This design comes from an exercise in tuning for small area, a short achievable clock period and few clock cycles on the open sky130 flow, not from production work.
RTL that was checked went through simulation tests only; none was proved equivalent to the original.
For runs 1 to 4, only the layout was checked, not whether the RTL still works.
Power is estimated from default activity; no workload was simulated.

File: flow/standard.sh
#!/bin/bash
# synth_recipe.tcl (not shown) runs the flow's synth.tcl, then flattens the netlist and writes it again
# the make line also repeats each setting of config.mk as NAME=value (left out here)
make -C /OpenROAD-flow-scripts/flow DESIGN_CONFIG=/design/flow/config.mk WORK_HOME=/design/flow/orfs CLKGATE_MAP_FILE= SYNTH_SCRIPT=/design/flow/synth_recipe.tcl "${@:-finish}"
File: flow/design.v
module sixel_encoder (
    input  wire        clk,
    input  wire        rst,           
    input  wire        start,         
    input  wire [15:0] width,
    input  wire [15:0] height,
    input  wire [15:0] dbuf_base,
    input  wire [7:0]  ncols,
    output reg         busy,
    output reg         done,
    output reg  [2:0]  err_code,
    output reg         mem_req,
    output reg  [15:0] mem_addr,
    input  wire [7:0]  mem_rdata,
    output reg         out_valid,
    output reg  [7:0]  out_data,
    input  wire        out_ready
);
    localparam E_NONE    = 3'd0;
    localparam E_PRECOND = 3'd3;
    localparam E_BUS     = 3'd6;
    localparam E_CONFIG  = 3'd7;
    localparam RS_IDLE = 3'd0;
    localparam RS_PRE  = 3'd1;    
    localparam RS_CHK  = 3'd2;    
    localparam RS_RD   = 3'd3;    
    localparam RS_END  = 3'd5;    
    localparam E_IDLE  = 4'd0;
    localparam E_HASH  = 4'd1;    
    localparam E_PCD   = 4'd2;    
    localparam E_FIRST = 4'd3;    
    localparam E_ACC   = 4'd4;    
    localparam E_RUN   = 4'd5;    
    localparam E_RDIG  = 4'd6;    
    localparam E_RCH   = 4'd7;    
    localparam E_TERM  = 4'd8;    
    localparam E_FIN   = 4'd9;    
    reg [15:0] w_r;           
    reg [7:0]  n_r;
    reg        w1;            
    reg [2:0]  rs;
    reg [15:0] rows_left;     
    reg        mb_r;          
    reg [2:0]  rl_r;          
    reg [15:0] col_rem;       
    reg        sl_r;          
    reg [2:0]  k;             
    reg        dir;           
    reg        walk;          
    reg        cend_r;        
    reg        cy;            
    reg [7:0]  pc;            
    reg        lp_r;          
    reg [1:0]  pch;           
    reg [3:0]  pct, pcu;
    reg        cq_res;        
    reg        v_d;
    reg [2:0]  k_d;
    reg        cend_d;
    reg        slast_d;
    reg [5:0]  mask;
    reg [5:0]  colq;
    reg        colq_v;
    reg        colq_l;        
    reg [3:0]  es;
    reg [5:0]  cur;
    reg [2:0]  d4;            
    reg [3:0]  d3, d2, d1, d0;
    reg [2:0]  di;
    reg        fin;
    wire       len_le3  = (d4 == 3'd0) && (d3 == 4'd0) && (d2 == 4'd0) &&
                          (d1 == 4'd0) && (d0[3:2] == 2'b00);
    wire [2:0] len_top  = (d4 != 3'd0) ? 3'd4 :
                          (d3 != 4'd0) ? 3'd3 :
                          (d2 != 4'd0) ? 3'd2 :
                          (d1 != 4'd0) ? 3'd1 : 3'd0;
    wire [2:0] pc_top   = (pch != 2'd0) ? 3'd2 : (pct != 4'd0) ? 3'd1 : 3'd0;
    wire       c0 = (d0 == 4'd9);
    wire       c1 = c0 && (d1 == 4'd9);
    wire       c2 = c1 && (d2 == 4'd9);
    wire       c3 = c2 && (d3 == 4'd9);
    wire [3:0] i0 = c0 ? 4'd0 : d0 + 4'd1;
    wire [3:0] i1 = c0 ? (c1 ? 4'd0 : d1 + 4'd1) : d1;
    wire [3:0] i2 = c1 ? (c2 ? 4'd0 : d2 + 4'd1) : d2;
    wire [3:0] i3 = c2 ? (c3 ? 4'd0 : d3 + 4'd1) : d3;
    wire [2:0] i4 = c3 ? d4 + 3'd1 : d4;
    reg [3:0] digit;
    always @(*) begin
        case (di)
            3'd4:    digit = {1'b0, d4};
            3'd3:    digit = d3;
            3'd2:    digit = d2;
            3'd1:    digit = d1;
            default: digit = d0;
        endcase
    end
    wire [7:0] sixchar = 8'h3F + {2'b00, cur};
    reg        s_valid;
    reg  [7:0] s_data;
    wire       o_free = !out_valid || out_ready;
    wire       room   = !s_valid;
    reg        emit;
    reg  [7:0] ebyte;
    always @(*) begin
        emit  = room;
        ebyte = sixchar;
        case (es)
            E_HASH:  ebyte = 8'h23;
            E_PCD:   ebyte = {4'h3, digit};
            E_RUN:   ebyte = len_le3 ? sixchar : 8'h21;
            E_RDIG:  ebyte = {4'h3, digit};
            E_RCH:   ebyte = sixchar;
            E_TERM:  ebyte = (pc == 8'd0) ? 8'h2D : 8'h24;
            default: emit  = 1'b0;
        endcase
    end
    wire consume = colq_v && (es == E_FIRST || (es == E_ACC && colq == cur)) ||
                   room && !fin && ((es == E_RUN && len_le3 && d0 == 4'd1) || es == E_RCH);
    wire       walk_end = walk && (k == rl_r);
    wire       op_one   = (cend_r && (!sl_r || (lp_r && !dir))) || walk_end;
    wire       op_back  = cend_r && sl_r && !lp_r;
    wire       op_up    = !cend_r && dir && !walk;
    wire [15:0] opnd  = op_one ? 16'd0 : ((op_back || op_up) ? ~w_r : w_r);
    wire [17:0] sum2  = {1'b0, mem_addr, 1'b1} + {1'b0, opnd, !op_up};
    wire [16:0] sum   = sum2[17:1];
    wire       can_res = w1 ? (!cq_res && es == E_FIRST) : (!cq_res || consume);
    wire [2:0] k_next  = dir ? (k - 3'd1) : (k + 3'd1);
    wire       kn_end  = dir ? (k_next == 3'd0) : (k_next == rl_r);
    wire       col_rem0 = (col_rem == 16'd0);
    wire       nb_more = (rows_left > 16'd12);
    wire [2:0] nb_rl   = nb_more ? 3'd5 : (rows_left[2:0] - 3'd7);
    always @(posedge clk) begin
        begin
            done <= 1'b0;
            v_d     <= mem_req;
            k_d     <= k;
            cend_d  <= mem_req && cend_r;
            slast_d <= sl_r;
            if (v_d) begin
                if (cend_d) begin
                    colq   <= mask | ({5'd0, mem_rdata == pc} << k_d);
                    colq_v <= 1'b1;
                    colq_l <= slast_d;
                    mask   <= 6'd0;
                    if (slast_d) begin
                        if (lp_r) begin
                            pc   <= 8'd0;
                            lp_r <= 1'b0;
                            pch  <= 2'd0;
                            pct  <= 4'd0;
                            pcu  <= 4'd0;
                        end else begin
                            pc   <= pc + 8'd1;
                            lp_r <= (pc + 8'd1 == n_r);
                            if (pcu == 4'd9) begin
                                pcu <= 4'd0;
                                if (pct == 4'd9) begin
                                    pct <= 4'd0;
                                    pch <= pch + 2'd1;
                                end else begin
                                    pct <= pct + 4'd1;
                                end
                            end else begin
                                pcu <= pcu + 4'd1;
                            end
                        end
                    end
                end else begin
                    mask   <= mask | ({5'd0, mem_rdata == pc} << k_d);
                end
            end
            case (rs)
                RS_IDLE: begin
                    w_r       <= width;
                    n_r       <= ncols;
                    rows_left <= height;
                    mem_addr  <= dbuf_base;
                    col_rem   <= width;
                    cy        <= 1'b0;
                    cend_r    <= 1'b0;
                    dir       <= 1'b0;
                    walk      <= 1'b0;
                    {d3, d2, d1, d0} <= dbuf_base;
                    if (start) begin
                        busy <= 1'b1;
                        rs   <= RS_PRE;
                    end
                end
                RS_PRE: begin
                    w_r     <= col_rem - 16'd1;
                    col_rem <= rows_left;
                    w1      <= (col_rem == 16'd1);
                    mb_r    <= (rows_left > 16'd6);
                    rl_r    <= (rows_left > 16'd5) ? 3'd5 : (rows_left[2:0] - 3'd1);
                    if (n_r == 8'd0) begin
                        err_code <= E_PRECOND;
                        done     <= 1'b1;
                        busy     <= 1'b0;
                        rs       <= RS_IDLE;
                    end else if (col_rem0 || rows_left == 16'd0) begin
                        err_code <= E_CONFIG;
                        done     <= 1'b1;
                        busy     <= 1'b0;
                        rs       <= RS_IDLE;
                    end else begin
                        rs       <= RS_CHK;
                    end
                end
                RS_CHK: begin
                    if (cy && (!col_rem0 || mem_addr != 16'd0)) begin
                        err_code <= E_BUS;
                        done     <= 1'b1;
                        busy     <= 1'b0;
                        rs       <= RS_IDLE;
                    end else if (col_rem0) begin
                        err_code <= E_NONE;
                        mem_addr <= {d3, d2, d1, d0};
                        col_rem  <= w_r;
                        sl_r     <= w1;
                        k        <= 3'd0;
                        dir      <= 1'b0;
                        cend_r   <= (rl_r == 3'd0);
                        pc       <= 8'd0;
                        lp_r     <= 1'b0;
                        pch      <= 2'd0;
                        pct      <= 4'd0;
                        pcu      <= 4'd0;
                        mem_req  <= !(w1 && rl_r == 3'd0);
                        mask     <= 6'd0;
                        rs       <= RS_RD;
                        es       <= E_HASH;
                    end else begin
                        mem_addr <= sum[15:0];
                        cy       <= sum[16];
                        col_rem  <= col_rem - 16'd1;
                    end
                end
                RS_RD: begin
                    if (walk) begin
                        mem_addr <= sum[15:0];
                        if (walk_end) begin
                            walk      <= 1'b0;
                            k         <= 3'd0;
                            dir       <= 1'b0;
                            col_rem   <= w_r;
                            sl_r      <= w1;
                            rows_left <= rows_left - 16'd6;
                            mb_r      <= nb_more;
                            rl_r      <= nb_rl;
                            cend_r    <= (nb_rl == 3'd0);
                            mem_req   <= (nb_rl != 3'd0);
                        end else begin
                            k         <= k + 3'd1;
                        end
                    end else if (mem_req) begin
                        if (!cend_r) begin
                            mem_addr <= sum[15:0];
                            k        <= k_next;
                            cend_r   <= kn_end;
                            mem_req  <= !kn_end || can_res;
                        end else begin
                            cq_res <= 1'b1;
                            if (!sl_r) begin
                                mem_addr <= sum[15:0];
                                col_rem  <= col_rem - 16'd1;
                                sl_r     <= (col_rem == 16'd1);
                                dir      <= ~dir;
                                cend_r   <= (rl_r == 3'd0);
                                mem_req  <= (rl_r != 3'd0);
                            end else if (!lp_r) begin
                                mem_addr <= sum[15:0];
                                col_rem  <= w_r;
                                sl_r     <= w1;
                                dir      <= ~dir;
                                cend_r   <= (rl_r == 3'd0);
                                mem_req  <= (rl_r != 3'd0);
                            end else if (!mb_r) begin
                                mem_req <= 1'b0;
                                rs      <= RS_END;
                            end else if (!dir) begin
                                mem_addr  <= sum[15:0];
                                k         <= 3'd0;
                                col_rem   <= w_r;
                                sl_r      <= w1;
                                rows_left <= rows_left - 16'd6;
                                mb_r      <= nb_more;
                                rl_r      <= nb_rl;
                                cend_r    <= (nb_rl == 3'd0);
                                mem_req   <= (nb_rl != 3'd0);
                            end else begin
                                mem_addr <= sum[15:0];
                                k        <= 3'd1;
                                walk     <= 1'b1;
                                cend_r   <= 1'b0;
                                mem_req  <= 1'b0;
                            end
                        end
                    end else begin
                        mem_req <= !cend_r || can_res;
                    end
                end
                default: ;
            endcase
            if (room) begin
                case (es)
                    E_HASH: begin
                        {d4, d3, d2, d1, d0} <= {3'd0, 4'd0, 2'd0, pch, pct, pcu};
                        di <= pc_top;
                        es <= E_PCD;
                    end
                    E_PCD: begin
                        di <= di - 3'd1;
                        if (di == 3'd0) es <= E_FIRST;
                    end
                    E_RUN: begin
                        if (len_le3) begin
                            d0 <= d0 - 4'd1;
                            if (d0 == 4'd1) begin
                                if (fin) begin
                                    es <= E_TERM;
                                end else begin
                                    cur <= colq;
                                    {d4, d3, d2, d1, d0} <= 19'd1;
                                    fin <= colq_l;
                                    es  <= colq_l ? E_RUN : E_ACC;
                                end
                            end
                        end else begin
                            di <= len_top;
                            es <= E_RDIG;
                        end
                    end
                    E_RDIG: begin
                        di <= di - 3'd1;
                        if (di == 3'd0) es <= E_RCH;
                    end
                    E_RCH: begin
                        if (fin) begin
                            es <= E_TERM;
                        end else begin
                            cur <= colq;
                            {d4, d3, d2, d1, d0} <= 19'd1;
                            fin <= colq_l;
                            es  <= colq_l ? E_RUN : E_ACC;
                        end
                    end
                    E_TERM: es <= (rs == RS_END) ? E_FIN : E_HASH;
                    default: ;
                endcase
            end
            case (es)
                E_FIRST: begin
                    if (colq_v) begin
                        cur <= colq;
                        {d4, d3, d2, d1, d0} <= 19'd1;
                        fin <= colq_l;
                        es  <= colq_l ? E_RUN : E_ACC;
                    end
                end
                E_ACC: begin
                    if (colq_v) begin
                        if (colq == cur) begin
                            {d4, d3, d2, d1, d0} <= {i4, i3, i2, i1, i0};
                            if (colq_l) begin
                                fin <= 1'b1;
                                es  <= E_RUN;
                            end
                        end else begin
                            fin <= 1'b0;
                            es  <= E_RUN;
                        end
                    end
                end
                E_FIN: begin
                    if (o_free && !s_valid) begin
                        done <= 1'b1;
                        busy <= 1'b0;
                        rs   <= RS_IDLE;
                        es   <= E_IDLE;
                    end
                end
                default: ;
            endcase
            if (o_free) begin
                out_valid <= s_valid || emit;
                out_data  <= s_valid ? s_data : ebyte;
                s_valid   <= 1'b0;
            end else if (emit) begin
                s_valid <= 1'b1;
                s_data  <= ebyte;
            end
            if (consume) begin
                colq_v <= 1'b0;
                cq_res <= 1'b0;
            end
        end
        if (rst) begin
            rs        <= RS_IDLE;
            es        <= E_IDLE;
            busy      <= 1'b0;
            done      <= 1'b0;
            mem_req   <= 1'b0;
            out_valid <= 1'b0;
            s_valid   <= 1'b0;
            cq_res    <= 1'b0;
            colq_v    <= 1'b0;
            v_d       <= 1'b0;
            cend_d    <= 1'b0;
        end
    end
endmodule
File: flow/constraint.sdc
create_clock -name core_clock -period 13.0 [get_ports {clk}]
set_input_delay 2.6000 -clock core_clock [delete_from_list [all_inputs] [get_ports {clk}]]
set_output_delay 2.6000 -clock core_clock [all_outputs]
set_load 0.01 [all_outputs]
File: flow/config.mk
export PLATFORM = sky130hd
export DESIGN_NAME = sixel_encoder
export DESIGN_NICKNAME = sixel_encoder
export VERILOG_FILES = /design/flow/design.v
export SDC_FILE = /design/flow/constraint.sdc
export NUM_CORES = 4
export LEC_CHECK = 0
export CAP_MARGIN = 20
export CORE_MARGIN = 2
export CORE_UTILIZATION = 60
export CTS_BUF_LIST = sky130_fd_sc_hd__clkbuf_8 sky130_fd_sc_hd__clkbuf_16
export PLACE_DENSITY = 0.72
export SLEW_MARGIN = 20
File: flow/flow/run.sh
#!/bin/bash
# The standard layout (the standard.sh, unchanged synthesis and steps),
# with one change: the input and output port buffers that global placement
# inserts are sky130_fd_sc_hd__buf_2 instead of the cell buffer_ports picks
# by default (a slow, larger delay buffer). Every port is still buffered.
set -euo pipefail
export BUFFER_PORTS_ARGS="-buffer_cell sky130_fd_sc_hd__buf_2"
bash standard.sh > standard_flow.log 2>&1
==> run summary, run 1 <==
The run finished with no timing, DRC or antenna violations. The maximum buffer depth of the clock tree came out at 2. The initial utilization of the core area, before any placement, comes to 0.611. Data on the critical path is required at its endpoint by 13.27 ns. The DRC violations left is 0. The count of flip-flops with a built-in enable after synthesis is 127.

The pre-CTS worst setup slack is 8.59 ns. The final layout contains routed wiring with a total length of 32000 um. The worst setup path is launched from a register. The family of cells with the greatest summed delay on the critical path is compound AO/OA/AOI/OAI gates. The antenna cell count came out at 0. The total number of vias came out at 10400. The setup TNS after final layout came out at 0 ns. The clock period could shrink to 4.22 ns. The top-area cell type share of the netlist area came out at 0.321. The largest single stage delay on the critical path is 0.62 ns.

After floorplanning, the core was divided into 51 placement rows. The clock tree synthesis step divided the H-tree into 4 levels. The total of flip-flops plus latches after synthesis is 183. The initial antenna violation count was 0. The maximum resistive drop on vdd is 0.0983 mV.

The number of stages on the worst hold path is 0. The largest individual stage delay along the critical path comes from the cell sky130_fd_sc_hd__edfxtp_1. In the post-synthesis netlist, the biggest area contributors are sky130_fd_sc_hd__edfxtp_1 32%, sky130_fd_sc_hd__dfxtp_1 9.4%, sky130_fd_sc_hd__ha_1 5.6%. Among all flip-flop cells after synthesis, the most frequent one is sky130_fd_sc_hd__edfxtp_1.

Walking the worst path, the cells encountered are or3b_2 > o21ai_2 > xor2_1 > nor2b_1 > inv_1 > fa_1 > nor2b_1 > o21ai_0 > a2111o_1 > a31oi_1 > o41a_1 > nor3_1 > o31ai_1. The global placement routability congestion came out at 0.911. TritonCTS built the clock tree. The floorplan step set the die width to 145 um. For the pin with the worst max-slew slack, the measured transition is 1.07 ns. The final routed wire length divided by cell count is 19.5 um. The synthesized netlist contains 86 unique library cells. The register cell area after layout came out at 0.00493 mm2. The pin count of the biggest net entering global routing came out at 45. The highest achievable clock rate is 237 MHz. The final global-route overflow total came out at 0. A synthesized cell averages 9.09 um2. The placed wire-length estimate after detailed placement came out at 23500 um. The endpoint arrival time on the critical path came out at 4.49 ns. Clock skew on the completed layout was measured at 0.0160 ns.

The global-route wire length before repair came out at 49800 um. STA classifies the critical path endpoint as a register. The clock drives 183 sinks.

The starting DRC count in detailed routing is 1087. The count of warnings emitted by yosys came out at 1. The buffer count from post-CTS setup fixing is 0. After clock tree synthesis, the clock-pin slew on the worst setup and hold paths is 0.08 ns. The number of global-route vias before repair came out at 9455. The fraction of the mapped netlist area in adder cells is 0.0574. The first detailed-routing pass took 10 iterations. The worst setup margin is 8.78 ns. The share of post-route cells with drive strength above 1 is 0.126. The complex-gate fraction of the synthesized area came to 0.195. The area of the core came out at 0.0195 mm2. The largest family of logic cells by synthesized area is compound AO/OA/AOI/OAI gates.

Setup repair after global routing left no endpoint under its margin. The setup path with the least slack is of type register to register. The max-capacitance violation count came out at 0. The hold violation count in the final report is 0. Across every metal layer, demand over resource in global routing totals 0.307. The cell sitting at the root of the clock tree is a sky130_fd_sc_hd__clkbuf_16.

After the last flow step, the layout net total stands at 1487. The simple-gate portion of the synthesized area is 0.192. The area of the die is 0.0210 mm2. Together, buffers and inverters on the worst path number 1. The insertion delay to the later sink of the worst-skew pair came out at 0.44 ns. The critical path runs through a total of 13 cells. Setup violations remaining at the end of the flow were counted as 0. The share of synthesized registers carrying an async set or reset is 0. The via density per instance came out at 6.31. The relative area change from synthesis to final layout is 10.0%. Pin placement for this block handled 99 I/O pins. Summing all multi-input logic gate instances after layout gives 0.00645 mm2.

The number of nets still failing antenna checks after routing came out at 0. The number of hold-repair buffers added at the cts stage is 0. The count of pins over their slew limit is 0.

After clock tree synthesis, the repair step resized 0 gates. The post-synthesis xor/xnor area fraction is 0.0722. The multiplexer fraction of the synthesized cell area came out at 0.0239. The sequential element share of the synthesized area came out at 0.415. The y dimension of the die came out at 145 um. The cell seen most often among critical-path stages is sky130_fd_sc_hd__nor2b_1. The share of the clock period used by the worst path is 0.325. The final non-filler cell area is 0.0131 mm2. The worst hold slack is 0.448 ns.

The count of fill cells added during filler insertion is 1609. The final design utilization is 0.672. The synthesized net count is 1430. The count of input and output buffers is 97. The worst hold path belongs to the class register to register. The cell area after synthesis is 0.0119 mm2. The areal power density over the cells is 132 mW/mm2. The placed cell area came out at 0.0125 mm2. The static leakage is 5.02 nW.

The cell count of the worst reg-to-reg path is 13. The CTS buffer count is 17. Of all nets on the critical path, the largest fanout is 16. The worst slew slack as a fraction of its limit came out at 0.282. Summed over all instances, the cell type with the most area after synthesis is sky130_fd_sc_hd__edfxtp_1. The post-synthesis instance total is 1308. In the synthesized netlist, the cells that appear most often are 134 x sky130_fd_sc_hd__nand2_1, 127 x sky130_fd_sc_hd__edfxtp_1, 121 x sky130_fd_sc_hd__nor2_1. Among all cell types in the netlist, the one instantiated most often is sky130_fd_sc_hd__nand2_1.
path summary, 6_finish.rpt:
check | slack, ns | startpoint | end
worst max register to register | 8.78 | walk | mem_addr[15]
worst min-delay path | 0.45 | k[1] | k_d[1]
worst max-delay path | 8.78 | walk | mem_addr[15]
worst min register to register | 0.45 | k[1] | k_d[1]
report_power, final:
group          total (mW)  internal, mW  switching (mW)
Combinational       0.433         0.185           0.248
Clock               0.530         0.275           0.255
Sequential          0.763         0.688          0.0757
cells by family after synthesis:
kind of cell,Yosys count
multiplexers,27
AND/OR/NAND/NOR,465
adder cells (fa/ha/maj),54
flip-flops,183
XOR/XNOR,98
buffers and inverters,132
AO/OA/AOI/OAI,348
other,1
metal layers:
layer / share of wire / wire [um] / track usage / up-vias
li1: - / - / - / 4930
met1: 0.45 / 14300 / 0.439 / 4928
met2: 0.46 / 14800 / 0.487 / 465
met3: 0.076 / 2440 / 0.0474 / 47
met4: 0.015 / 481 / 0.0848 / 0
met5: 0 / 0 / 0 / -
layout by cell type, fill, tap and decap left out, drive strengths merged, types with 8 or more instances in the layout:
master | netlist | routed
o211ai | 9 | 9
or3 | 14 | 14
nor2b | 16 | 16
a21o | 13 | 13
a22oi | 22 | 22
mux2i | 16 | 16
xnor2 | 72 | 72
nand4 | 13 | 13
nor4 | 16 | 16
mux2 | 11 | 11
dfxtp | 56 | 56
ha | 53 | 53
o31ai | 10 | 10
nor3 | 38 | 38
nand2 | 135 | 135
xor2 | 26 | 26
or2 | 8 | 8
o221ai | 9 | 9
a222oi | 14 | 14
a31oi | 16 | 16
o22ai | 9 | 9
edfxtp | 127 | 127
inv | 64 | 73
o21ai | 104 | 104
nand2b | 18 | 18
nand3 | 31 | 31
and3 | 11 | 11
a21oi | 75 | 75
nor2 | 122 | 122
buf | 12 | 104
o21a | 8 | 8
clkbuf | 54 | 19
nor3b | 17 | 17
cell type report:
type | instances | share of cell area
multi-input cells | 993 | 0.493
inverters | 66 | 0.0189
repair buffers | 104 | 0.0411
clock buffers | 19 | 0.0363
clock inverters | 13 | 0.00851
well taps | 265 | 0.0253
flip-flops and latches | 183 | 0.377
flip-flops by register name, indices dropped and copies added (netlist names), 6 cells and up:
| name | count |
|---|---|
| out_data | 7 |
| mem_addr | 16 |
| pc | 8 |
| col_rem | 16 |
| mask | 6 |
| s_data | 7 |
| w_r | 16 |
| colq | 6 |
| cur | 6 |
| rows_left | 16 |
| n_r | 8 |
metrics by stage:
step,std cells,power (mW)
2_1_floorplan,1308,1.07
3_3_place_gp,1611,1.19
3_5_place_dp,1611,1.20
4_1_cts,1643,1.72
5_1_grt,1643,1.81
6_report,1643,1.73
==> inputs of run 2 (changes only) <==
--- a/flow/flow/run.sh
+++ b/flow/flow/run.sh
@@ -5,4 +5,5 @@
 # by default (a slow, larger delay buffer). Every port is still buffered.
 set -euo pipefail
 export BUFFER_PORTS_ARGS="-buffer_cell sky130_fd_sc_hd__buf_2"
+export SETUP_SLACK_MARGIN=9.3
 bash standard.sh > standard_flow.log 2>&1
==> run summary, run 2 <==
The final routed wire length divided by cell count is 19.5 um (about the same). The worst setup margin was 9.31 ns (was 8.78 ns). The relative area change from synthesis to final layout came to 11.8% (was 10.0%).

The slew at the pin closest to its max-slew limit came to 1.12 ns (was 1.07 ns). The number of nets still failing antenna checks after routing is 0 (unchanged). The area of the core came out at 0.0195 mm2 (unchanged).

The most common cell after layout, fill and taps aside was sky130_fd_sc_hd__nand2_1 (unchanged). The power share of the clock group is 0.306 (was 0.307). The met3 demand-to-capacity share in global routing is 0.0536 (was 0.0474). The family of cells with the greatest summed delay on the critical path was flip-flops (was compound AO/OA/AOI/OAI gates). The top-area cell type share of the netlist area is 0.321 (unchanged). The count of input and output buffers came out at 97 (unchanged). The critical path buffer and inverter count came out at 1 (unchanged).

The post-synthesis instance total is 1308 (unchanged). The global placement routability congestion is 0.929 (was 0.911). The count of fill cells added during filler insertion came to 1585 (was 1609). The cell area after synthesis came out at 0.0119 mm2 (unchanged). The starting DRC count in detailed routing is 1211 (was 1087). The required time of the worst setup path was 10.40 ns (was 13.27 ns). The maximum fanout along the worst path was 3 (was 16).

The worst clock skew came out at 0.0143 ns (was 0.0160 ns). The critical path's largest stage delay came out at 0.47 ns (was 0.62 ns). The share of post-route cells with drive strength above 1 came out at 0.142 (was 0.126). The total of flip-flops plus latches after synthesis is 183 (unchanged). The met2 routing resource usage after global routing is 0.491 (was 0.487). The maximum resistive drop on vdd is 0.0965 mV (was 0.0983 mV). The setup TNS after final layout is 0 ns (unchanged).

The total area of multi-input combinational cells is 0.00652 mm2 (was 0.00645 mm2). The max-capacitance violation count was 0 (unchanged). The endpoint arrival time on the critical path is 1.09 ns (was 4.49 ns). The register-to-register setup slack came out at 9.40 ns (was 8.78 ns).

The total number of vias is 10400 (about the same). Cell types with the highest counts after synthesis: 134 x sky130_fd_sc_hd__nand2_1, 127 x sky130_fd_sc_hd__edfxtp_1, 121 x sky130_fd_sc_hd__nor2_1 (unchanged). Top cells by area, synth: sky130_fd_sc_hd__edfxtp_1 32%, sky130_fd_sc_hd__dfxtp_1 9.4%, sky130_fd_sc_hd__ha_1 5.6% (unchanged). The count of warnings emitted by yosys is 1 (unchanged). The pre-CTS worst setup slack came out at 8.80 ns (was 8.59 ns).

Series of cell instances along the critical path: buf_2 (was or3b_2 > o21ai_2 > xor2_1 > nor2b_1 > inv_1 > fa_1 > nor2b_1 > o21ai_0 > a2111o_1 > a31oi_1 > o41a_1 > nor3_1 > o31ai_1). The TritonCTS clock tree is yes (unchanged). The endpoint of the worst-slack reg-to-reg timing path was mem_addr[15] (unchanged).

The multiplexer fraction of the synthesized cell area came out at 0.0239 (unchanged). The pin count of the biggest net entering global routing came out at 45 (unchanged). The kind of start point of the critical path is a register (unchanged).

The clock-pin slew of the registers on the worst-case setup and hold paths is 0.07 ns (was 0.08 ns). The number of global-route vias before repair is 9418 (was 9455). The highest achievable clock rate is 271 MHz (was 237 MHz). The antenna cell count is 0 (unchanged). The path category of the worst min-delay check was register to register (unchanged). The most heavily used metal layer in global routing is met2 (unchanged). The post-synthesis xor/xnor area fraction came out at 0.0722 (unchanged).

The worst slew slack as a fraction of its limit was 0.250 (was 0.282). The simple-gate portion of the synthesized area came out at 0.192 (unchanged). The number of stages on the worst hold path is 0 (unchanged). The library cell with the largest summed area after synthesis is sky130_fd_sc_hd__edfxtp_1 (unchanged). The count of H-tree levels built during CTS came out at 4 (unchanged). The fraction of the mapped netlist area in adder cells came out at 0.0574 (unchanged). The wire length reported by the detailed router was 32200 um (was 32000 um).

The y dimension of the die came out at 145 um (unchanged). Outcome: timing/DRC/antenna clean (unchanged). The starting density of the core came to 0.611 (unchanged). The cell count of the worst reg-to-reg path came out at 12 (was 13).

The largest family of logic cells by synthesized area is compound AO/OA/AOI/OAI gates (unchanged). The synthesized net count is 1430 (unchanged). Most frequent cells in the layout: 134 x sky130_fd_sc_hd__nand2_1, 127 x sky130_fd_sc_hd__edfxtp_1, 120 x sky130_fd_sc_hd__nor2_1 (unchanged). The via density per instance is 6.27 (was 6.31). The total global routing track utilization came to 0.308 (was 0.307). The fraction of power consumed by combinational cells is 0.263 (was 0.251). The sequential element share of the synthesized area was 0.415 (unchanged).

The share of synthesized registers carrying an async set or reset came out at 0 (unchanged). The commonest register cell after synthesis is sky130_fd_sc_hd__edfxtp_1 (unchanged). The proportion of total power due to net switching is 0.338 (was 0.335).

The count of pins over their slew limit came out at 0 (unchanged). The complex-gate fraction of the synthesized area is 0.195 (unchanged). The DRC violations left came to 0 (unchanged). The setup violation total in the final timing report is 0 (unchanged). The TritonCTS sink count is 183 (unchanged).

The reported net switching power is 0.595 mW (was 0.578 mW). The startpoint of the lowest-slack hold path is k[1] (unchanged). The post-synthesis average cell area came to 9.09 um2 (unchanged). The share of the clock period used by the worst path is 0.284 (was 0.325). The type of destination of the critical path is a primary output (was register).

The startpoint-to-endpoint class of the critical path is register to primary output (was register to register). The part of the total power dissipated in sequential elements came out at 0.431 (was 0.442). The worst-path cell with the longest stage delay was sky130_fd_sc_hd__edfxtp_1 (unchanged).

The number of core rows is 51 (unchanged). The internal power component was 1.16 mW (was 1.15 mW). The count of flip-flops with a built-in enable after synthesis came to 127 (unchanged). The CTS buffer count is 17 (unchanged). The register cell area after layout is 0.00494 mm2 (was 0.00493 mm2). The distinct cell type count after synthesis is 86 (unchanged). The global-route wire length before repair came out at 50000 um (was 49800 um). The overall die width is 145 um (unchanged).

The initial antenna violation count was 0 (unchanged). The maximum buffer depth of the clock tree is 2 (unchanged). Unrepaired setup endpoints after global routing: yes (was no).

The area of the die is 0.0210 mm2 (unchanged). The areal power density over the cells is 132 mW/mm2 (about the same). The clock root buffer master was sky130_fd_sc_hd__clkbuf_16 (unchanged). The insertion delay to the later sink of the worst-skew pair came out at 0.45 ns (was 0.44 ns). The number of top-level design ports came to 99 (unchanged). The terminating pin of the worst hold path is k_d[1] (unchanged). The startpoint of the lowest-slack register-to-register path is rl_r[1] (was walk).

The shortest period the worst path allows came out at 3.69 ns (was 4.22 ns). The number of hold-repair buffers added at the cts stage came to 0 (unchanged). The number of iterations in the first detailed-routing pass is 6 (was 10). The hold violation count in the final report was 0 (unchanged). The met1 global-route usage is 0.437 (was 0.439). The dominant cell by count in the synthesized netlist is sky130_fd_sc_hd__nand2_1 (unchanged). The static leakage is 5.10 nW (was 5.02 nW).

The final global-route overflow total is 0 (unchanged). The placed wire-length estimate after detailed placement is 23600 um (was 23500 um). The layout net count was 1500 (was 1487).
## run 2: cell counts after synthesis
No cell type changed its count.
## run 2: metrics by stage
| step | power [mW] | area [um2] | hold WS, ns | utilization | std cells |
|---|---|---|---|---|---|
| detailed placement | 1.20 | 12500 | 0.440 | 0.642 | 1612 |
| global route | 1.84 | 13300 | 0.473 | 0.683 | 1656 |
| CTS | 1.74 | 13200 | 0.457 | 0.680 | 1653 |
| floorplan | 1.07 | 11900 | 0.346 | - | 1308 |
| finish | 1.76 | 13300 | 0.454 | 0.683 | 1656 |
| global placement | 1.19 | 12500 | 0.429 | 0.642 | 1611 |
## run 2: how the worst max path moves through the flow
stage                  from           end  cells after the start
3_3_place_gp        rl_r[1]  mem_addr[15]                     11
2_1_floorplan       rl_r[1]  mem_addr[15]                     12
5_1_grt             rl_r[1]  mem_addr[15]                     12
4_1_cts         mem_addr[3]   mem_addr[3]                      1
3_5_place_dp         cend_r  mem_addr[13]                     13
6_report       mem_addr[15]  mem_addr[15]                      1
## run 2: routing by layer
layer  wire (um)  vias to the layer above
met4         583                        0
met2       15200                      457
met1       14100                     4917
met3        2400                       55
met5           0                        -
li1            -                     4954
## run 2: kinds of logic (layout without fill, tap and decap cells)
kind of cell | after synthesis | after routing
AO/OA/AOI/OAI | 348 | 348
XOR/XNOR | 98 | 98
adder cells (fa/ha/maj) | 54 | 54
buffers and inverters | 132 | 215
flip-flops | 183 | 183
multiplexers | 27 | 27
other | 1 | 1
AND/OR/NAND/NOR | 465 | 465
## run 2: power by group through the flow
| stage | clock (mW) | combinational, mW | sequential (mW) |
|---|---|---|---|
| 6_report | 0.538 | 0.463 | 0.758 |
| 5_1_grt | 0.566 | 0.511 | 0.764 |
| 4_1_cts | 0.541 | 0.445 | 0.756 |
| 3_5_place_dp | 0 | 0.426 | 0.773 |
| 3_3_place_gp | 0 | 0.421 | 0.772 |
| 2_1_floorplan | 0 | 0.329 | 0.743 |
## run 2: final cells by class
class / instances / share of cell area
sequential: 183 / 0.372
tap: 265 / 0.0249
timing repair buffer: 117 / 0.0488
inverter: 66 / 0.0186
clock inverter: 15 / 0.0139
clock buffer: 17 / 0.0320
multi-input combinational: 993 / 0.490
## run 2: timing repair
action,CTS,global route
endpoints found under the setup margin,8,7
pin swaps,1,1
resized for setup,9,6
buffers inserted,9,3
endpoints found under the hold margin,0,0
==> inputs of run 3 (changes only) <==
--- a/flow/design.v
+++ b/flow/design.v
@@ -116,10 +116,9 @@
     end
     wire consume = colq_v && (es == E_FIRST || (es == E_ACC && colq == cur)) ||
                    room && !fin && ((es == E_RUN && len_le3 && d0 == 4'd1) || es == E_RCH);
-    wire       walk_end = walk && (k == rl_r);
-    wire       op_one   = (cend_r && (!sl_r || (lp_r && !dir))) || walk_end;
+    wire       op_one   = cend_r && (!sl_r || (lp_r && !dir));
     wire       op_back  = cend_r && sl_r && !lp_r;
-    wire       op_up    = !cend_r && dir && !walk;
+    wire       op_up    = !cend_r && dir;
     wire [15:0] opnd  = op_one ? 16'd0 : ((op_back || op_up) ? ~w_r : w_r);
     wire [17:0] sum2  = {1'b0, mem_addr, 1'b1} + {1'b0, opnd, !op_up};
     wire [16:0] sum   = sum2[17:1];
@@ -236,31 +235,26 @@
                     end
                 end
                 RS_RD: begin
-                    if (walk) begin
-                        mem_addr <= sum[15:0];
-                        if (walk_end) begin
-                            walk      <= 1'b0;
-                            k         <= 3'd0;
-                            dir       <= 1'b0;
-                            col_rem   <= w_r;
-                            sl_r      <= w1;
-                            rows_left <= rows_left - 16'd6;
-                            mb_r      <= nb_more;
-                            rl_r      <= nb_rl;
-                            cend_r    <= (nb_rl == 3'd0);
-                            mem_req   <= (nb_rl != 3'd0);
-                        end else begin
-                            k         <= k + 3'd1;
-                        end
-                    end else if (mem_req) begin
+                    if (mem_req || walk) begin
                         if (!cend_r) begin
                             mem_addr <= sum[15:0];
                             k        <= k_next;
                             cend_r   <= kn_end;
-                            mem_req  <= !kn_end || can_res;
+                            mem_req  <= !walk && (!kn_end || can_res);
                         end else begin
-                            cq_res <= 1'b1;
-                            if (!sl_r) begin
+                            if (mem_req) cq_res <= 1'b1;
+                            if (walk || (sl_r && lp_r && mb_r && !dir)) begin
+                                mem_addr  <= sum[15:0];
+                                k         <= 3'd0;
+                                walk      <= 1'b0;
+                                col_rem   <= w_r;
+                                sl_r      <= w1;
+                                rows_left <= rows_left - 16'd6;
+                                mb_r      <= nb_more;
+                                rl_r      <= nb_rl;
+                                cend_r    <= (nb_rl == 3'd0);
+                                mem_req   <= (nb_rl != 3'd0);
+                            end else if (!sl_r) begin
                                 mem_addr <= sum[15:0];
                                 col_rem  <= col_rem - 16'd1;
                                 sl_r     <= (col_rem == 16'd1);
@@ -277,21 +271,13 @@
                             end else if (!mb_r) begin
                                 mem_req <= 1'b0;
                                 rs      <= RS_END;
-                            end else if (!dir) begin
-                                mem_addr  <= sum[15:0];
-                                k         <= 3'd0;
-                                col_rem   <= w_r;
-                                sl_r      <= w1;
-                                rows_left <= rows_left - 16'd6;
-                                mb_r      <= nb_more;
-                                rl_r      <= nb_rl;
-                                cend_r    <= (nb_rl == 3'd0);
-                                mem_req   <= (nb_rl != 3'd0);
                             end else begin
                                 mem_addr <= sum[15:0];
                                 k        <= 3'd1;
+                                dir      <= 1'b0;
+                                sl_r     <= 1'b0;
                                 walk     <= 1'b1;
-                                cend_r   <= 1'b0;
+                                cend_r   <= 1'b0;      
                                 mem_req  <= 1'b0;
                             end
                         end
--- a/flow/flow/run.sh
+++ b/flow/flow/run.sh
@@ -5,5 +5,4 @@
 # by default (a slow, larger delay buffer). Every port is still buffered.
 set -euo pipefail
 export BUFFER_PORTS_ARGS="-buffer_cell sky130_fd_sc_hd__buf_2"
-export SETUP_SLACK_MARGIN=9.3
 bash standard.sh > standard_flow.log 2>&1
==> run summary, run 3 <==
Outcome: timing/DRC/antenna clean (unchanged). The total global routing track utilization came to 0.301 (was 0.308). The synthesized net count came out at 1419 (was 1430). The post-synthesis instance total came out at 1296 (was 1308). The post-synthesis average cell area is 9.07 um2 (was 9.09 um2).

The via density per instance is 6.19 (was 6.27). The area of the die came to 0.0207 mm2 (was 0.0210 mm2). The layout net count came to 1482 (was 1500). The setup TNS after final layout came to 0 ns (unchanged). The wire length reported by the detailed router is 30700 um (was 32200 um). The count of pins over their slew limit came out at 0 (unchanged).

The hold violation count in the final report came out at 0 (unchanged). The share of synthesized registers carrying an async set or reset came to 0 (unchanged). The TritonCTS sink count was 183 (unchanged). The most common cell after layout, fill and taps aside is sky130_fd_sc_hd__nand2_1 (unchanged). The number of top-level design ports is 99 (unchanged). The slew at the pin closest to its max-slew limit is 0.938 ns (was 1.12 ns). The starting density of the core was 0.608 (was 0.611). The dominant cell by count in the synthesized netlist was sky130_fd_sc_hd__nand2_1 (unchanged). The maximum fanout along the worst path is 25 (was 3).

The endpoint arrival time on the critical path is 4.73 ns (was 1.09 ns). The kind of start point of the critical path was a register (unchanged). The area of the core came out at 0.0193 mm2 (was 0.0195 mm2). The number of hold-repair buffers added at the cts stage came out at 0 (unchanged). The count of flip-flops with a built-in enable after synthesis is 127 (unchanged). The y dimension of the die is 144 um (was 145 um). The total number of vias came out at 10100 (was 10400). The maximum buffer depth of the clock tree is 2 (unchanged). The total of flip-flops plus latches after synthesis is 183 (unchanged). The setup violation total in the final timing report came out at 0 (unchanged). Unrepaired setup endpoints after global routing: no (was yes). The shortest period the worst path allows is 4.42 ns (was 3.69 ns). The worst slew slack as a fraction of its limit is 0.374 (was 0.250).

The final global-route overflow total is 0 (unchanged). The type of destination of the critical path is a register (was primary output). The number of global-route vias before repair is 9169 (was 9418).

The starting DRC count in detailed routing came to 888 (was 1211). The share of post-route cells with drive strength above 1 is 0.133 (was 0.142). The commonest register cell after synthesis was sky130_fd_sc_hd__edfxtp_1 (unchanged).

The share of the clock period used by the worst path came out at 0.340 (was 0.284). The DRC violations left is 0 (unchanged). The register cell area after layout came out at 0.00493 mm2 (was 0.00494 mm2). The insertion delay to the later sink of the worst-skew pair is 0.44 ns (was 0.45 ns).

The worst clock skew came to 0.0107 ns (was 0.0143 ns). The overall die width was 144 um (was 145 um). The placed wire-length estimate after detailed placement was 22600 um (was 23600 um). The relative area change from synthesis to final layout is 10.5% (was 11.8%). The maximum resistive drop on vdd is 0.102 mV (was 0.0965 mV). The required time of the worst setup path came out at 13.31 ns (was 10.40 ns). The static leakage is 4.97 nW (was 5.10 nW). The global placement routability congestion came out at 0.890 (was 0.929). The worst setup margin came out at 8.58 ns (was 9.31 ns). The clock root buffer master is sky130_fd_sc_hd__clkbuf_16 (unchanged). The highest achievable clock rate was 226 MHz (was 271 MHz). The count of input and output buffers came out at 97 (unchanged).

The final routed wire length divided by cell count came out at 18.8 um (was 19.5 um). The count of fill cells added during filler insertion was 1648 (was 1585). The total area of multi-input combinational cells is 0.00642 mm2 (was 0.00652 mm2).

The post-cts resize count came out at 0 (was 9). The pin count of the biggest net entering global routing came out at 48 (was 45). Top cells by area, synth: sky130_fd_sc_hd__edfxtp_1 32%, sky130_fd_sc_hd__dfxtp_1 9.5%, sky130_fd_sc_hd__ha_1 5.6% (was sky130_fd_sc_hd__edfxtp_1 32%, sky130_fd_sc_hd__dfxtp_1 9.4%, sky130_fd_sc_hd__ha_1 5.6%). The TritonCTS clock tree is yes (unchanged). The top-area cell type share of the netlist area was 0.324 (was 0.321).

The pre-CTS worst setup slack is 8.42 ns (was 8.80 ns). The count of H-tree levels built during CTS is 4 (unchanged). The max-capacitance violation count came out at 0 (unchanged). The antenna cell count was 0 (unchanged). Most frequent cells in the layout: 142 x sky130_fd_sc_hd__nand2_1, 127 x sky130_fd_sc_hd__edfxtp_1, 126 x sky130_fd_sc_hd__nor2_1 (was 134 x sky130_fd_sc_hd__nand2_1, 127 x sky130_fd_sc_hd__edfxtp_1, 120 x sky130_fd_sc_hd__nor2_1).

The distinct cell type count after synthesis is 83 (was 86). The initial antenna violation count is 0 (unchanged). The number of iterations in the first detailed-routing pass is 5 (was 6). The count of warnings emitted by yosys is 1 (unchanged). The sequential element share of the synthesized area came to 0.420 (was 0.415). The clock-pin slew of the registers on the worst-case setup and hold paths was 0.07 ns (about the same). The global-route wire length before repair is 48400 um (was 50000 um). The number of nets still failing antenna checks after routing came out at 0 (unchanged).

The number of core rows is 51 (unchanged). Cell types with the highest counts after synthesis: 142 x sky130_fd_sc_hd__nand2_1, 127 x sky130_fd_sc_hd__edfxtp_1, 127 x sky130_fd_sc_hd__nor2_1 (was 134 x sky130_fd_sc_hd__nand2_1, 127 x sky130_fd_sc_hd__edfxtp_1, 121 x sky130_fd_sc_hd__nor2_1). The library cell with the largest summed area after synthesis is sky130_fd_sc_hd__edfxtp_1 (unchanged). The path category of the worst min-delay check is register to register (unchanged). The CTS buffer count came out at 17 (unchanged). The cell area after synthesis came out at 0.0118 mm2 (was 0.0119 mm2). The startpoint-to-endpoint class of the critical path is register to register (was register to primary output).

The areal power density over the cells is 176 mW/mm2 (was 132 mW/mm2). The buffer count from post-CTS setup fixing is 0 (was 9).
-- run 3: final timing paths --
check / startpoint / to / slack, ns / cells past startpoint
max: lp_r / mem_addr[13] / 8.58 / 12
min: k[2] / k_d[2] / 0.46 / 0
max reg2reg: lp_r / mem_addr[13] / 8.58 / 12
min reg2reg: k[2] / k_d[2] / 0.46 / 0
-- run 3: cell type report --
type / count / share of cell area
clock buffers: 18 / 0.0347
flip-flops and latches: 183 / 0.380
inverters: 45 / 0.0130
clock inverters: 14 / 0.0117
well taps: 265 / 0.0255
repair buffers: 104 / 0.0414
multi-input cells: 1008 / 0.494
-- run 3: metrics by stage --
stage	utilization	cell area (um2)	hold WS (ns)	cells	power, mW
final	0.672	13000	0.464	1637	2.29
after global routing	0.672	13000	0.480	1637	2.43
after CTS	0.672	13000	0.462	1637	2.28
after detailed placement	0.641	12400	0.458	1605	1.75
after global placement	0.641	12400	0.450	1605	1.73
after floorplan	-	11800	0.346	1296	1.52
-- run 3: cells by family after synthesis --
logic type               Yosys count  synth area share
AND/OR/NAND/NOR                  488             0.205
AO/OA/AOI/OAI                    344             0.186
flip-flops                       183             0.420
buffers and inverters            105            0.0358
XOR/XNOR                          91            0.0678
adder cells (fa/ha/maj)           55            0.0598
multiplexers                      29            0.0262
other                              1          0.000319
-- run 3: power breakdown --
part / internal [mW] / total [mW] / switching (mW)
sequential: 0.760 / 0.908 / 0.149
clock: 0.285 / 0.535 / 0.250
combinational: 0.365 / 0.843 / 0.479
total: 1.41 / 2.29 / 0.878
-- run 3: per-layer routing --
layer,vias up,track usage,wire (um)
li1,4896,-,-
met1,4789,0.446,14100
met2,415,0.456,13600
met3,41,0.0464,2350
met4,0,0.0913,657
met5,-,0,0
-- run 3: critical path, cell delays in order (launching register included) --
cell and delay [ns]:
sky130_fd_sc_hd__dfxtp_1 0.89, sky130_fd_sc_hd__nand3b_1 0.20, sky130_fd_sc_hd__nand2_1 0.49, sky130_fd_sc_hd__xnor2_1 0.38, sky130_fd_sc_hd__nor2_1 0.11, sky130_fd_sc_hd__fa_1 0.50
sky130_fd_sc_hd__a211oi_1 0.36, sky130_fd_sc_hd__o211ai_1 0.18, sky130_fd_sc_hd__a41oi_1 0.40, sky130_fd_sc_hd__or2_2 0.20, sky130_fd_sc_hd__a21oi_1 0.09, sky130_fd_sc_hd__o311ai_0 0.34
sky130_fd_sc_hd__o21a_1 0.17
==> inputs of run 4 (changes only) <==
--- a/flow/flow/run.sh
+++ b/flow/flow/run.sh
@@ -5,4 +5,5 @@
 # by default (a slow, larger delay buffer). Every port is still buffered.
 set -euo pipefail
 export BUFFER_PORTS_ARGS="-buffer_cell sky130_fd_sc_hd__buf_2"
+export SETUP_SLACK_MARGIN=9.3
 bash standard.sh > standard_flow.log 2>&1
==> run summary, run 4 <==
Outcome: timing/DRC/antenna clean (unchanged). The placed cell area came out at 0.0124 mm2 (unchanged). The total of flip-flops plus latches after synthesis is 183 (unchanged).

The shortest period the worst path allows is 3.68 ns (was 4.42 ns). The share of the clock period used by the worst path came to 0.283 (was 0.340). The cell total after placement came out at 1605 (unchanged). The starting DRC count in detailed routing came out at 925 (was 888). The highest achievable clock rate came out at 272 MHz (was 226 MHz). The overall die width is 144 um (unchanged). The slew at the pin closest to its max-slew limit came out at 0.932 ns (was 0.938 ns).

The reported net switching power is 0.885 mW (was 0.878 mW). The type of destination of the critical path is a primary output (was register). The worst clock skew is 0.0104 ns (was 0.0107 ns). The count of pins over their slew limit is 0 (unchanged). The count of warnings emitted by yosys is 1 (unchanged). The area of the core came to 0.0193 mm2 (unchanged). The global placement routability congestion came out at 0.890 (unchanged). The placed wire-length estimate after detailed placement is 22600 um (unchanged). The simple-gate portion of the synthesized area was 0.205 (unchanged). The TritonCTS sink count is 183 (unchanged).

The top-area cell type share of the netlist area came out at 0.324 (unchanged). The worst slew slack as a fraction of its limit is 0.378 (was 0.374). The setup TNS after final layout came out at 0 ns (unchanged).

The count of H-tree levels built during CTS is 4 (unchanged). The via density per instance was 6.16 (was 6.19). The fraction of the mapped netlist area in adder cells came to 0.0598 (unchanged). The dominant cell by count in the synthesized netlist is sky130_fd_sc_hd__nand2_1 (unchanged).

The areal power density over the cells is 176 mW/mm2 (about the same). The cell count of the worst reg-to-reg path is 13 (was 12). The global-route wire length before repair is 48600 um (was 48400 um). Most frequent cells in the layout: 141 x sky130_fd_sc_hd__nand2_1, 127 x sky130_fd_sc_hd__edfxtp_1, 126 x sky130_fd_sc_hd__nor2_1 (was 142 x sky130_fd_sc_hd__nand2_1, 127 x sky130_fd_sc_hd__edfxtp_1, 126 x sky130_fd_sc_hd__nor2_1). Top cells by area, synth: sky130_fd_sc_hd__edfxtp_1 32%, sky130_fd_sc_hd__dfxtp_1 9.5%, sky130_fd_sc_hd__ha_1 5.6% (unchanged). The distinct cell type count after synthesis is 83 (unchanged).

The final non-filler cell area came out at 0.0131 mm2 (was 0.0130 mm2). The layout net count is 1494 (was 1482). The endpoint arrival time on the critical path was 1.08 ns (was 4.73 ns). The number of iterations in the first detailed-routing pass is 5 (unchanged).

The count of flip-flops with a built-in enable after synthesis is 127 (unchanged). The count of input and output buffers came out at 97 (unchanged). The DRC violations left came out at 0 (unchanged). The register cell area after layout is 0.00494 mm2 (was 0.00493 mm2).

The maximum resistive drop on vdd came out at 0.101 mV (was 0.102 mV). The maximum buffer depth of the clock tree is 2 (unchanged). The hold violation count in the final report was 0 (unchanged). The most common cell after layout, fill and taps aside is sky130_fd_sc_hd__nand2_1 (unchanged). The startpoint-to-endpoint class of the critical path is register to primary output (was register to register). The pin count of the biggest net entering global routing came out at 48 (unchanged). The internal power component is 1.42 mW (was 1.41 mW).

The library cell with the largest summed area after synthesis is sky130_fd_sc_hd__edfxtp_1 (unchanged). The final instance count without filler cells came out at 1649 (was 1637). The post-synthesis instance total is 1296 (unchanged). The clock root buffer master is sky130_fd_sc_hd__clkbuf_16 (unchanged). The max-capacitance violation count came out at 0 (unchanged). The startpoint of the lowest-slack register-to-register path is dir (was lp_r). The largest family of logic cells by synthesized area was simple AND/OR/NAND/NOR gates (unchanged).

The maximum fanout along the worst path is 3 (was 25). The number of nets still failing antenna checks after routing is 0 (unchanged). The total number of vias came out at 10200 (was 10100). The number of global-route vias before repair was 9207 (was 9169).

The synthesized net count is 1419 (unchanged). Cell types with the highest counts after synthesis: 142 x sky130_fd_sc_hd__nand2_1, 127 x sky130_fd_sc_hd__edfxtp_1, 127 x sky130_fd_sc_hd__nor2_1 (unchanged). The fraction of power consumed by combinational cells is 0.377 (was 0.369).

The destination of the critical timing path is mem_addr[4] (was mem_addr[13]). The cell area after synthesis was 0.0118 mm2 (unchanged). The power share of the clock group came out at 0.231 (was 0.234). The total area of multi-input combinational cells is 0.00645 mm2 (was 0.00642 mm2). The share of synthesized registers carrying an async set or reset is 0 (unchanged).

The wire length reported by the detailed router is 30900 um (was 30700 um). The sequential element share of the synthesized area came out at 0.420 (unchanged). The endpoint of the worst-slack reg-to-reg timing path is mem_addr[15] (was mem_addr[13]). The worst hold slack is 0.464 ns (about the same). The count of fill cells added during filler insertion came to 1629 (was 1648). Series of cell instances along the critical path: buf_2 (was nand3b_1 > nand2_1 > xnor2_1 > nor2_1 > fa_1 > a211oi_1 > o211ai_1 > a41oi_1 > or2_2 > a21oi_1 > o311ai_0 > o21a_1).

The number of core rows came out at 51 (unchanged). The multiplexer fraction of the synthesized cell area came out at 0.0262 (unchanged). The complex-gate fraction of the synthesized area came out at 0.186 (unchanged). The count of cell instances traversed by the critical path came out at 1 (was 12).

The worst-path cell with the longest stage delay is sky130_fd_sc_hd__edfxtp_1 (was sky130_fd_sc_hd__dfxtp_1). The critical path buffer and inverter count came out at 1 (was 0). The commonest register cell after synthesis was sky130_fd_sc_hd__edfxtp_1 (unchanged).

The insertion delay to the later sink of the worst-skew pair came out at 0.44 ns (about the same). The y dimension of the die is 144 um (unchanged). The post-synthesis average cell area is 9.07 um2 (unchanged). The area of the die came out at 0.0207 mm2 (unchanged). The path category of the worst min-delay check is register to register (unchanged). The part of the total power dissipated in sequential elements came out at 0.392 (was 0.397). The family of cells with the greatest summed delay on the critical path is flip-flops (was compound AO/OA/AOI/OAI gates). The proportion of total power due to net switching came out at 0.384 (about the same). Unrepaired setup endpoints after global routing: no (unchanged). The kind of start point of the critical path was a register (unchanged). The antenna cell count is 0 (unchanged). The TritonCTS clock tree was yes (unchanged).

The starting density of the core is 0.608 (unchanged). The setup violation total in the final timing report came out at 0 (unchanged). The number of top-level design ports came out at 99 (unchanged). The required time of the worst setup path is 10.40 ns (was 13.31 ns). The share of post-route cells with drive strength above 1 is 0.145 (was 0.133). The total global routing track utilization came out at 0.302 (was 0.301). The initial antenna violation count is 0 (unchanged).

The post-synthesis xor/xnor area fraction is 0.0678 (unchanged). The CTS buffer count came out at 17 (unchanged). The register-to-register setup slack came out at 9.56 ns (was 8.58 ns).

The clock-pin slew of the registers on the worst-case setup and hold paths came out at 0.07 ns (about the same). The relative area change from synthesis to final layout is 11.7% (was 10.5%). The origin of the worst setup path is mem_addr[4] (was lp_r). The final global-route overflow total is 0 (unchanged).

The critical path's largest stage delay is 0.47 ns (was 0.89 ns). The final routed wire length divided by cell count is 18.7 um (was 18.8 um). The static leakage came out at 5.04 nW (was 4.97 nW).
## run 4: cell counts after synthesis
No cell type changed its count.
## run 4: area by class of cell
class / count / share of cell area
Sequential cell: 183 / 0.376
Multi-Input combinational cell: 1008 / 0.491
Clock inverter: 14 / 0.0116
Timing Repair Buffer: 116 / 0.0488
Clock buffer: 18 / 0.0343
Inverter: 45 / 0.0129
Tap cell: 265 / 0.0253
## run 4: power by group through the flow
stage               clock (mW)  sequential, mW  combinational, mW
floorplan                    0           0.859              0.657
finish                   0.534           0.904              0.869
CTS                      0.540           0.900              0.848
global route             0.560           0.917              0.973
global placement             0           0.914              0.816
detailed placement           0           0.916              0.829
## run 4: timing repair
action | in CTS | in global routing
pin swaps | 0 | 1
gates resized for setup | 7 | 3
hold buffers | 0 | 0
setup endpoints to repair | 18 | 6
setup buffers | 6 | 6
endpoints found under the hold margin | 0 | 0
## run 4: how the worst min path moves through the flow
stage / cells past startpoint / startpoint / slack [ns] / end
2_1_floorplan: 0 / sl_r / 0.35 / slast_d
3_3_place_gp: 2 / mask[2] / 0.45 / mask[2]
3_5_place_dp: 2 / mask[2] / 0.46 / mask[2]
4_1_cts: 0 / k[2] / 0.46 / k_d[2]
5_1_grt: 0 / k[2] / 0.48 / k_d[2]
6_report: 0 / k[2] / 0.46 / k_d[2]
## run 4: logic make-up (layout without fill, tap and decap cells)
group | after synthesis | count (layout)
other | 1 | 1
xor gates and xnor gates | 91 | 91
buffers and inverters | 105 | 193
and+or+nand+nor | 488 | 488
muxes | 29 | 29
adders and majority gates | 55 | 55
AOI/OAI and AO/OA | 344 | 344
DFF | 183 | 183
## run 4: routing by layer
layer  wire length (um)  vias to the layer above  part of all wire  global-route usage
met1              14000                     4769              0.45               0.447
met3               2580                       42             0.084              0.0480
met5                  0                        -                 0                   0
li1                   -                     4921                 -                   -
met2              13700                      426              0.44               0.457
met4                646                        0             0.021              0.0913
## run 4: through the flow
| stage | power (mW) | worst slack, ns | util |
|---|---|---|---|
| after floorplan | 1.52 | 9.32 | - |
| after global routing | 2.45 | 9.30 | 0.679 |
| after detailed placement | 1.75 | 8.42 | 0.641 |
| final | 2.31 | 9.32 | 0.679 |
| after CTS | 2.29 | 9.31 | 0.675 |
| after global placement | 1.73 | 8.57 | 0.641 |
==> inputs of run 5 (changes only) <==
--- a/flow/design.v
+++ b/flow/design.v
@@ -130,7 +130,8 @@
     wire [2:0] nb_rl   = nb_more ? 3'd5 : (rows_left[2:0] - 3'd7);
     always @(posedge clk) begin
         begin
-            done <= 1'b0;
+            done     <= 1'b0;
+            err_code <= E_NONE;    
             v_d     <= mem_req;
             k_d     <= k;
             cend_d  <= mem_req && cend_r;
@@ -212,7 +213,6 @@
                         busy     <= 1'b0;
                         rs       <= RS_IDLE;
                     end else if (col_rem0) begin
-                        err_code <= E_NONE;
                         mem_addr <= {d3, d2, d1, d0};
                         col_rem  <= w_r;
                         sl_r     <= w1;
==> run summary, run 5 <==
The via density per instance came out at 6.07 (was 6.16). The pre-CTS worst setup slack came to 8.46 ns (was 8.42 ns). The areal power density over the cells came out at 136 mW/mm2 (was 176 mW/mm2). The count of pins over their slew limit is 0 (unchanged). The endpoint arrival time on the critical path is 1.09 ns (was 1.08 ns). The relative area change from synthesis to final layout is 11.6% (was 11.7%). The top-area cell type share of the netlist area was 0.318 (was 0.324). The kind of start point of the critical path is a register (unchanged).

The DRC violations left is 0 (unchanged). The layout net count is 1506 (was 1494). The clock-pin slew of the registers on the worst-case setup and hold paths was 0.07 ns (about the same). The final global-route overflow total is 0 (unchanged). The TritonCTS clock tree is yes (unchanged). The placed wire-length estimate after detailed placement is 23100 um (was 22600 um).

The count of warnings emitted by yosys came to 1 (unchanged). The antenna cell count is 0 (unchanged). Most frequent cells in the layout: 150 x sky130_fd_sc_hd__nand2_1, 142 x sky130_fd_sc_hd__nor2_1, 124 x sky130_fd_sc_hd__edfxtp_1 (was 141 x sky130_fd_sc_hd__nand2_1, 127 x sky130_fd_sc_hd__edfxtp_1, 126 x sky130_fd_sc_hd__nor2_1).

The internal power component was 1.18 mW (was 1.42 mW). Outcome: timing/DRC/antenna clean (unchanged). The count of flip-flops with a built-in enable after synthesis is 124 (was 127). The setup TNS after final layout came out at 0 ns (unchanged). The final instance count without filler cells came out at 1661 (was 1649). The share of synthesized registers carrying an async set or reset is 0 (unchanged). Cell types with the highest counts after synthesis: 151 x sky130_fd_sc_hd__nand2_1, 143 x sky130_fd_sc_hd__nor2_1, 124 x sky130_fd_sc_hd__edfxtp_1 (was 142 x sky130_fd_sc_hd__nand2_1, 127 x sky130_fd_sc_hd__edfxtp_1, 127 x sky130_fd_sc_hd__nor2_1). The wire length reported by the detailed router is 31100 um (was 30900 um). The count of input and output buffers was 97 (unchanged). The count of H-tree levels built during CTS is 4 (unchanged). The path category of the worst min-delay check is register to register (unchanged).

The startpoint-to-endpoint class of the critical path is register to primary output (unchanged). The post-synthesis average cell area came out at 8.95 um2 (was 9.07 um2). The count of fill cells added during filler insertion came out at 1615 (was 1629). The most common cell after layout, fill and taps aside is sky130_fd_sc_hd__nand2_1 (unchanged).

The CTS buffer count is 17 (unchanged). The final non-filler cell area came out at 0.0131 mm2 (about the same). The highest achievable clock rate came out at 271 MHz (was 272 MHz). The sequential element share of the synthesized area is 0.419 (was 0.420).

The global-route wire length before repair came to 48600 um (about the same). The final design utilization came out at 0.676 (was 0.679). The number of global-route vias before repair came out at 9169 (was 9207).

The dominant cell by count in the synthesized netlist is sky130_fd_sc_hd__nand2_1 (unchanged). The area of the die came out at 0.0206 mm2 (was 0.0207 mm2). The area of the core came out at 0.0193 mm2 (unchanged). The pin count of the biggest net entering global routing was 45 (was 48). The worst slew slack as a fraction of its limit is 0.316 (was 0.378). The cell total after placement is 1613 (was 1605). The reported net switching power is 0.594 mW (was 0.885 mW). The y dimension of the die is 144 um (about the same). The slew at the pin closest to its max-slew limit was 1.02 ns (was 0.932 ns). The worst hold slack was 0.408 ns (was 0.464 ns). The number of top-level design ports is 99 (unchanged). The clock root buffer master is sky130_fd_sc_hd__clkbuf_16 (unchanged). The placed cell area is 0.0123 mm2 (was 0.0124 mm2). The distinct cell type count after synthesis is 79 (was 83). The part of the total power dissipated in sequential elements is 0.430 (was 0.392).

The worst clock skew is 0.0113 ns (was 0.0104 ns). The maximum resistive drop on vdd is 0.0922 mV (was 0.101 mV). Top cells by area, synth: sky130_fd_sc_hd__edfxtp_1 32%, sky130_fd_sc_hd__dfxtp_1 10%, sky130_fd_sc_hd__ha_1 5.7% (was sky130_fd_sc_hd__edfxtp_1 32%, sky130_fd_sc_hd__dfxtp_1 9.5%, sky130_fd_sc_hd__ha_1 5.6%).

The number of nets still failing antenna checks after routing came out at 0 (unchanged). The critical path's largest stage delay was 0.47 ns (about the same). The total global routing track utilization came out at 0.304 (was 0.302). Series of cell instances along the critical path: buf_2 (unchanged).

The starting DRC count in detailed routing is 804 (was 925). The number of iterations in the first detailed-routing pass came to 8 (was 5). The number of core rows came out at 51 (unchanged). The static leakage is 5.16 nW (was 5.04 nW).

The cell area after synthesis is 0.0117 mm2 (was 0.0118 mm2). The shortest period the worst path allows is 3.69 ns (was 3.68 ns). The insertion delay to the later sink of the worst-skew pair was 0.44 ns (about the same). The post-synthesis instance total came out at 1308 (was 1296). The critical path buffer and inverter count is 1 (unchanged).

The maximum fanout along the worst path is 3 (unchanged). The required time of the worst setup path is 10.40 ns (about the same). The fraction of power consumed by combinational cells was 0.276 (was 0.377). The share of the clock period used by the worst path was 0.284 (was 0.283). The global placement routability congestion came out at 0.945 (was 0.890).

The total of flip-flops plus latches after synthesis was 183 (unchanged). The proportion of total power due to net switching came out at 0.334 (was 0.384). The hold violation count in the final report came out at 0 (unchanged). The number of hold-repair buffers added at the cts stage came out at 0 (unchanged). The synthesized net count came out at 1431 (was 1419). The power after layout was 1.78 mW (was 2.31 mW). The maximum buffer depth of the clock tree is 2 (unchanged). The initial antenna violation count is 0 (unchanged). The library cell with the largest summed area after synthesis is sky130_fd_sc_hd__edfxtp_1 (unchanged). The commonest register cell after synthesis is sky130_fd_sc_hd__edfxtp_1 (unchanged). The power share of the clock group is 0.295 (was 0.231). The TritonCTS sink count is 183 (unchanged). Unrepaired setup endpoints after global routing: yes (was no). The setup violation total in the final timing report was 0 (unchanged). The starting density of the core came out at 0.605 (was 0.608). The worst-path cell with the longest stage delay is sky130_fd_sc_hd__edfxtp_1 (unchanged). The overall die width came to 144 um (about the same). The final routed wire length divided by cell count is 18.7 um (about the same). The share of post-route cells with drive strength above 1 is 0.138 (was 0.145).

The family of cells with the greatest summed delay on the critical path is flip-flops (unchanged). The total number of vias is 10100 (was 10200). The max-capacitance violation count is 0 (unchanged). The worst setup margin came to 9.31 ns (was 9.32 ns).

The type of destination of the critical path was a primary output (unchanged).
==> run 5: changes by cell type after synthesis, moves of 7 or more <==
cell                       before  now
sky130_fd_sc_hd__a22oi_1        5   12
sky130_fd_sc_hd__clkbuf_1      45   53
sky130_fd_sc_hd__inv_1         41   51
sky130_fd_sc_hd__nand2_1      142  151
sky130_fd_sc_hd__nor2_1       127  143
sky130_fd_sc_hd__nor2b_1       18    9
sky130_fd_sc_hd__xnor2_1       61   68
==> run 5: kinds of logic after synthesis <==
family / after synthesis / synth area share
mux: 28 / 0.0249
fa+ha+maj: 55 / 0.0601
xor+xnor: 98 / 0.0733
flops: 183 / 0.419
compound gates: 340 / 0.182
other cells: 1 / 0.000320
simple gates: 486 / 0.200
buf+inv: 117 / 0.0408
==> run 5: area by class of cell <==
type                    instances  area [um2]  share of cell area
clock buffers                  17         425              0.0326
clock inverters                15         158              0.0121
inverters                      52         195              0.0149
multi-input cells            1008        6380               0.488
flip-flops and latches        183        4910               0.376
well taps                     265         332              0.0254
repair buffers                121         666              0.0509
==> run 5: repair_timing <==
item	CTS	global route
resized for setup	6	5
pin swaps	0	1
setup endpoints to repair	18	12
setup buffers	7	9
==> run 5: power by group through the flow <==
stage | combinational (mW) | sequential, mW | clock [mW]
floorplan | 0.352 | 0.753 | 0
global placement | 0.445 | 0.780 | 0
detailed placement | 0.453 | 0.780 | 0
CTS | 0.471 | 0.764 | 0.525
global route | 0.547 | 0.770 | 0.548
finish | 0.490 | 0.764 | 0.524
==> run 5: per-layer routing <==
layer | part of all wire | GRT usage
met3 | 0.063 | 0.0443
met2 | 0.47 | 0.492
met1 | 0.43 | 0.416
met4 | 0.033 | 0.114
met5 | 0 | 0
==> run 5: final timing paths <==
path                       end  cells past startpoint  slack [ns]         start
setup / recovery  mem_addr[10]                      1        9.31  mem_addr[10]
setup reg to reg  mem_addr[13]                     13        9.55          lp_r
hold / removal          k_d[2]                      0        0.41          k[2]
hold reg to reg         k_d[2]                      0        0.41          k[2]
Testbench counts of run 5, summed over its fixed seeds: cycles 153,244.

-- port drivers added, routing unchanged --
In the flow no input, the clock included, has a driving cell. The finished layouts below were timed again as built, in two steps.
Step 1 assumes that a clkbuf_16 drives the clock port and a buf_2 every other input.
Step 2 moves the port delays by t, midway between the first and last clock arrival at a register: inputs arrive t later, outputs are due t later. That takes back most of the time a late clock gives input paths.
Slacks: ideal ports / drivers / drivers and shift; pairs: ideal ports / drivers.
run | t, ns | setup slack, ns | worst register clock-pin slew, ns
run 1 | 0.481 | 8.781 / 8.781 / 8.781 | 0.08 / 0.08
run 2 | 0.486 | 9.312 / 9.265 / 9.046 | 0.08 / 0.08
run 3 | 0.481 | 8.579 / 8.579 / 8.579 | 0.08 / 0.08
run 4 | 0.479 | 9.321 / 9.275 / 8.959 | 0.08 / 0.08
run 5 | 0.481 | 9.314 / 9.266 / 8.970 | 0.08 / 0.08
After both steps every run listed still meets setup and hold. The setup slack of run 4, which loses most, moves by -0.046 ns with the drivers and by -0.362 ns with both steps.
